This design comes from an exercise in tuning for small area, a short achievable clock period and few clock cycles per item on the open sky130 flow, not from production work. Only simulation tests tie the RTL to the original design; equivalence was not proved. Power figures rest on the tool's default switching activity, not on a simulated workload.

==> inputs of build 20 <==
## hann_dft64
module hann_dft64 (
    input  wire               clk,
    input  wire               rst,
    input  wire               in_valid,
    output wire               in_ready,
    input  wire signed [15:0] in_data,
    output wire               out_valid,
    input  wire               out_ready,
    output wire signed [23:0] out_re,
    output wire signed [23:0] out_im
);
    reg  [5:0] n_in;       
    reg  [5:0] eb;         
    reg        in_ready_r;
    reg  [5:0] eb_nx;
    wire take = in_valid & in_ready_r;
    wire [5:0] n_in_nx = n_in + {5'd0, take};
    wire in_ready_nx = ~(n_in_nx[5] & n_in_nx[4]) | ((n_in_nx == 6'd63) ? (eb == 6'd33) : (eb[5] | eb[4]));
    assign in_ready = in_ready_r;
    wire [15:0] w_rom;
    wire [30:0] kw_rom;
    dft_tables u_tables (.w_addr(n_in), .w_val(w_rom), .kw_val(kw_rom));
    reg               v0;
    reg        [5:0]  n0;
    reg signed [15:0] x0;
    reg        [15:0] w0;
    reg        [30:0] k0;
  ...
Settings: LEC_CHECK=0, CAP_MARGIN=20, CORE_MARGIN=2, CORE_UTILIZATION=35, PLACE_DENSITY=0.45, SLEW_MARGIN=20; clock period 12.0 ns.
standard.sh (not shown) runs the stock make flow with config.mk's settings and CLKGATE_MAP_FILE= SYNTH_SCRIPT=/design/flow/synth_recipe.tcl, a recipe that flattens the netlist after the stock synthesis.
==> flow/flow/run.sh <==
#!/bin/bash
# The standard layout (standard.sh: the standard synthesis and ORFS flow,
# unchanged), with a larger setup margin for ORFS's repair_timing so that the
# optimiser also works on paths that already meet the 12 ns clock.  The SDC,
# clock period and all constraints are the standard flow's own.
set -euo pipefail
export SETUP_SLACK_MARGIN=9
bash standard.sh > standard_flow.log 2>&1
==> inputs of build 65, as changes to build 20 <==
--- a/flow/flow/run.sh
+++ b/flow/flow/run.sh
@@ -4,5 +4,5 @@
 # optimiser also works on paths that already meet the 12 ns clock.  The SDC,
 # clock period and all constraints are the standard flow's own.
 set -euo pipefail
-export SETUP_SLACK_MARGIN=9
+export SETUP_SLACK_MARGIN=7.5
 bash standard.sh > standard_flow.log 2>&1
==> inputs of build 55, as changes to build 20 <==
==> flow/flow/run.sh (replaced) <==
#!/bin/bash
# The standard layout (standard.sh), in two calls:
#  1. the standard synthesis, unchanged;
#  2. the rest of the ORFS flow with
#     - a larger setup margin for repair_timing, so that the optimiser also
#       works on paths that already meet the 12 ns clock,
#     - cell resizing not limited to cells of the same footprint,
#     - the slow delay buffer clkdlybuf4s50_1 not used (so the port buffers
#       that buffer_ports inserts are ordinary buffers).
# The SDC, clock period and all constraints are the standard flow's own.
set -euo pipefail
export SETUP_SLACK_MARGIN=7.5
bash standard.sh synth > flow_synth.log 2>&1
export DONT_USE_CELLS="sky130_fd_sc_hd__clkdlybuf4s50_1"
bash standard.sh MATCH_CELL_FOOTPRINT=0 finish > flow_layout.log 2>&1
==> comparison table <==
Outcome: build 65 timing/DRC/antenna clean; build 55 timing/DRC/antenna clean; build 20 timing/DRC/antenna clean
Worst slack at placement: build 65 6090 ps; build 55 5190 ps; build 20 5910 ps
Worst-case hold slack: build 65 320 ps; build 55 314 ps; build 20 279 ps
Buffers excl. clock: build 65 355; build 55 354; build 20 1217
Period utilisation layout: build 65 37.1%; build 55 36.8%; build 20 35.6%
Via count of the first global-routing pass: build 65 140000; build 55 141000; build 20 146000
Worst Reg2Reg Path Length in Cells: build 65 10; build 55 13; build 20 12
Inverters, non-clock: build 65 3043; build 55 3044; build 20 3044
Number of fillers in the final layout: build 65 64700; build 55 65000; build 20 63400
Switching component of the power: build 65 13600 uW; build 55 13800 uW; build 20 14700 uW
Half-perimeter wire length after placement: build 65 618000 um; build 55 614000 um; build 20 617000 um
Total power divided by cell area: build 65 167 nW/um^2; build 55 167 nW/um^2; build 20 165 nW/um^2
Combinational cell power: build 65 6230 uW; build 55 6290 uW; build 20 8760 uW
Number of gates on the worst path with buffers counted: build 65 10; build 55 13; build 20 12
Total design power: build 65 45800 uW; build 55 46000 uW; build 20 48500 uW
Layout cells sized above 1: build 65 10.8%; build 55 10.9%; build 20 28.0%
Testbench counts of build 20, summed over its fixed seeds: cycles 3,536, frames 48.
Testbench counts of build 65, summed over its fixed seeds: cycles 3,536, frames 48.
Testbench counts of build 55, summed over its fixed seeds: cycles 3,536, frames 48.

-- what the ideal ports hide --
Ports are ideal in the flow. The routed layouts listed here were re-timed in OpenROAD. Step 1 (the two cells are an assumption about what drives the block):
set clk [get_ports {clk}]
set_driving_cell -lib_cell sky130_fd_sc_hd__clkbuf_16 $clk
set_driving_cell -lib_cell sky130_fd_sc_hd__buf_2 [delete_from_list [all_inputs] $clk]
Step 2 also shifts input and output timing later by t, the mid clock arrival at the registers, as if the neighbouring blocks saw the same clock. Slacks: ideal / step 1 / step 2; pairs: ideal / step 1.
run	shift t [ns]	setup WS [ns]	clock arrival spread, ns
build 20	1.222	7.729 / 7.659 / 7.729	0.121 / 0.121
build 65	1.215	7.548 / 7.422 / 6.331	0.107 / 0.106
build 55	1.211	7.587 / 7.488 / 6.585	0.069 / 0.069
After both steps setup and hold are still met in every run listed. The setup slack of build 65, which loses most, moves by -0.126 ns with the drivers and by -1.217 ns with both steps.
